This design comes from an exercise in tuning for small area, a short achievable clock period and few clock cycles on the open sky130 flow, not from production work. Function was checked by simulation only, so behaviour that the tests miss may differ from the original. The clock port is modelled as an ideal driver, which makes a skipped or thinned clock tree look cheaper than it is; a real chip needs a root buffer or a tree. Power figures rest on the tool's default switching activity, not on a simulated workload.

==> module tslcf_parser, before the edit <==
module tslcf_parser (
    input  wire        clk,
    input  wire        rst,
    input  wire        b_valid,
    input  wire        e_valid,
    input  wire        a_valid,
    input  wire        fe_first,
    input  wire [7:0]  op_byte,
    output reg         out_valid,
    output reg  [3:0]  out_tag,
    output reg  [15:0] out_data
);
    localparam [2:0] F_PBC    = 3'd1,
                     F_VERFLG = 3'd2,
                     F_SCREEN = 3'd3,
                     F_INDEX  = 3'd4,
                     F_CW     = 3'd5,
                     F_TLEN   = 3'd6,
                     F_STOP   = 3'd7;    
    localparam [2:0] S_OK          = 3'd0,
                     S_TOOSHORT    = 3'd1,
                     S_LENMISMATCH = 3'd2,
                     S_TRUNCATED   = 3'd3,
                     S_UNSUPPORTED = 3'd4,
                     S_ABORTED     = 3'd5;
    reg  [2:0]  field;       
    reg         half;        
    reg         text;        
    reg  [15:0] text_nleft;  
    reg  [15:0] len_nleft;   
    reg         len_over;    
    wire [15:0] text_inc, len_inc;
    assign text_inc[0] = !text_nleft[0];
    assign len_inc[0]  = !len_nleft[0];
    genvar gi;
    generate
        for (gi = 1; gi < 16; gi = gi + 1) begin : g_inc
            assign text_inc[gi] = (&text_nleft[gi-1:0]) ? !text_nleft[gi] : text_nleft[gi];
            assign len_inc[gi]  = (&len_nleft[gi-1:0])  ? !len_nleft[gi]  : len_nleft[gi];
        end
    endgenerate
    wire [7:0]  lo_byte = out_data[7:0];      
    wire [7:0]  byte_in = fe_first ? 8'hFE : op_byte;
    wire [15:0] field16 = {byte_in, lo_byte};
    wire f_pbc  = (field == F_PBC);
    wire f_cw   = (field == F_CW);
    wire f_tlen = (field == F_TLEN);
    wire header = (field == F_PBC) || (field == F_VERFLG) || (field == F_SCREEN);
    wire stop   = (field == F_STOP);
    wire ev_text = b_valid && text;
    wire ev_lo   = b_valid && !text && !stop && !half;
    wire ev_hi   = b_valid && !text && !stop && half;
    wire ev_end  = e_valid || a_valid;
    reg  [2:0]  status;
    always @(*) begin
        if (a_valid)
            status = S_ABORTED;
        else if (header)
            status = S_TOOSHORT;
        else if (len_over || len_nleft != 16'hFFFF)
            status = S_LENMISMATCH;
        else if (stop)
            status = S_UNSUPPORTED;
        else if (field == F_INDEX && !half && !text)
            status = S_OK;
        else
            status = S_TRUNCATED;
    end
    always @(posedge clk) begin
        out_valid      <= ev_text || ev_hi || ev_end;
        out_tag[3]     <= ev_end;
        out_tag[2:0]   <= ev_end ? 3'd0 : ev_hi ? field : 3'd7;
        out_data[15:8] <= ev_hi ? byte_in : 8'd0;
        if (ev_end)
            out_data[7:0] <= {5'd0, status};
        else if (ev_text || ev_lo)
            out_data[7:0] <= byte_in;
    end
    always @(posedge clk) begin
        if (rst || ev_end) begin
            field <= F_PBC;
            half  <= 1'b0;
            text  <= 1'b0;
        end else if (ev_text) begin
            text <= (text_nleft[15:1] != 15'h7FFF);
        end else if (ev_lo) begin
            half <= 1'b1;
        end else if (ev_hi) begin
            half <= 1'b0;
            case (field)
                F_PBC:    field <= F_VERFLG;
                F_VERFLG: field <= F_SCREEN;
                F_CW:     field <= byte_in[7] ? F_STOP : F_TLEN;
                F_TLEN: begin
                    field <= F_INDEX;
                    text  <= (field16 != 16'd0);
                end
                F_SCREEN: field <= F_INDEX;
                default:  field <= F_CW;            
            endcase
        end
    end
    always @(posedge clk) begin
        if (ev_text)
            text_nleft <= text_inc;
        else if (ev_hi && f_tlen)
            text_nleft <= ~field16;
    end
    always @(posedge clk) begin
        if (b_valid) begin
            if (ev_hi && f_pbc) begin
                len_nleft <= ~field16;
                len_over  <= 1'b0;
            end else begin
                len_nleft <= len_inc;
                if (len_nleft == 16'hFFFF)
                    len_over <= 1'b1;
            end
        end
    end
endmodule
export LEC_CHECK = 0
export CAP_MARGIN = 20
export CORE_MARGIN = 2
export CORE_UTILIZATION = 65
export PLACE_DENSITY = 0.75
export SETUP_SLACK_MARGIN = 2.2
export SLEW_MARGIN = 20
export SYNTH_HIERARCHICAL = 1
export SYNTH_MINIMUM_KEEP_SIZE = 0
export TNS_END_PERCENT = 0
create_clock -name core_clock -period 4.0 [get_ports {clk}]
standard.sh (not shown) runs the stock make flow with config.mk's settings and CLKGATE_MAP_FILE= SYNTH_SCRIPT=/design/flow/synth_recipe.tcl, a recipe that flattens the netlist after the stock synthesis.
==> flow/flow/run.sh <==
#!/bin/bash
# Standard layout with these changes:
#  - the ports get plain buffers instead of delay cells;
#  - the clock tree is built by hand (flow/cts_hook.tcl, run by ORFS's cts
#    step before it would call clock_tree_synthesis): one root buffer driving
#    one buffer per cluster of registers, in place of TritonCTS's H-tree;
#  - the slow wide OR/NOR cells in flow/dont_use.txt are added to the
#    platform's don't-use list (synthesis maps the same registers).
set -euo pipefail
work=$(pwd)
{
  echo "include $work/config.mk"
  echo "export DONT_USE_CELLS = $(cat "$work/flow/dont_use.txt")"
} > "$work/my_config.mk"
sed "s#DESIGN_CONFIG=[^ ]*#DESIGN_CONFIG=$work/my_config.mk#" standard.sh > my_standard.sh
grep -q "DESIGN_CONFIG=$work/my_config.mk" my_standard.sh
export BUFFER_PORTS_ARGS="-buffer_cell sky130_fd_sc_hd__buf_1"
export PRE_CTS_TCL="$work/flow/cts_hook.tcl"
bash my_standard.sh > flow.log 2>&1
Other scripts of this flow, unchanged in this note and not shown: flow/flow/cts_hook.tcl, flow/flow/dont_use.txt
The baseline finished with timing, DRC and antenna clean.
Testbench counts at the start, summed over its fixed seeds: cycles 14,627.
Change:
--- a/flow/design.v
+++ b/flow/design.v
@@ -166,7 +166,7 @@
         out_data[15:8] <= ev_hi ? byte_in : 8'd0;
         if (ev_end)
             out_data[7:0] <= {5'd0, status};
-        else if (ev_text || ev_lo)
+        else if (!half)
             out_data[7:0] <= byte_in;
     end
     always @(posedge clk) begin
@@ -194,14 +194,16 @@
         end
     end
     always @(posedge clk) begin
-        if (ev_text)
-            text_nleft <= text_inc;
-        else if (ev_hi && f_tlen)
-            text_nleft <= ~field16;
-    end
-    always @(posedge clk) begin
         if (b_valid) begin
-            if (ev_hi && f_pbc) begin
+            if (f_tlen && half)
+                text_nleft <= ~field16;
+            else
+                text_nleft <= text_inc;
+        end
+    end
+    always @(posedge clk) begin
+        if (b_valid) begin
+            if (f_pbc && half) begin
                 len_nleft <= ~field16;
                 len_over  <= 1'b0;
             end else begin
After rerunning:
- global-route usage went up by 0.92 points
- clock power barely changes
- wire length went up slightly
- critical path depth went up by 1
- cell area went up slightly
- maximum frequency went up by a few percent
- die area stays flat
Testbench counts after the change, summed over its fixed seeds: cycles 14,627.
No run of this note takes its clock network from TritonCTS; it comes from the design's own scripts or RTL.

## re-timing with driven ports
No port has a modelled driver above. Below, the same layouts with a new extraction and two added sets of constraints. Step 1 (the two cells are an assumption about what drives the block):
set clk [get_ports {clk}]
set_driving_cell -lib_cell sky130_fd_sc_hd__clkbuf_16 $clk
set_driving_cell -lib_cell sky130_fd_sc_hd__buf_2 [delete_from_list [all_inputs] $clk]
Step 2 times the ports against the registers' clock, not the clock port: input delays grow and output delays shrink by t, the midpoint of the rising clock arrivals with the driver on. Slacks: no drivers / after step 1 / after step 2; pairs: no drivers / after step 1.
run	t, ns	slack for setup (ns)	slew at the worst register clock pin (ns)	worst data-port slew with drivers (ns)
the first run	0.362	2.130 / 2.130 / 2.130	0.08 / 0.08	0.04
the second run	0.354	2.189 / 2.165 / 2.181	0.10 / 0.10	0.03
After both steps setup and hold are still met in every run listed. The setup slack of the second run, which loses most, moves by -0.024 ns with the drivers and by -0.008 ns with both steps.
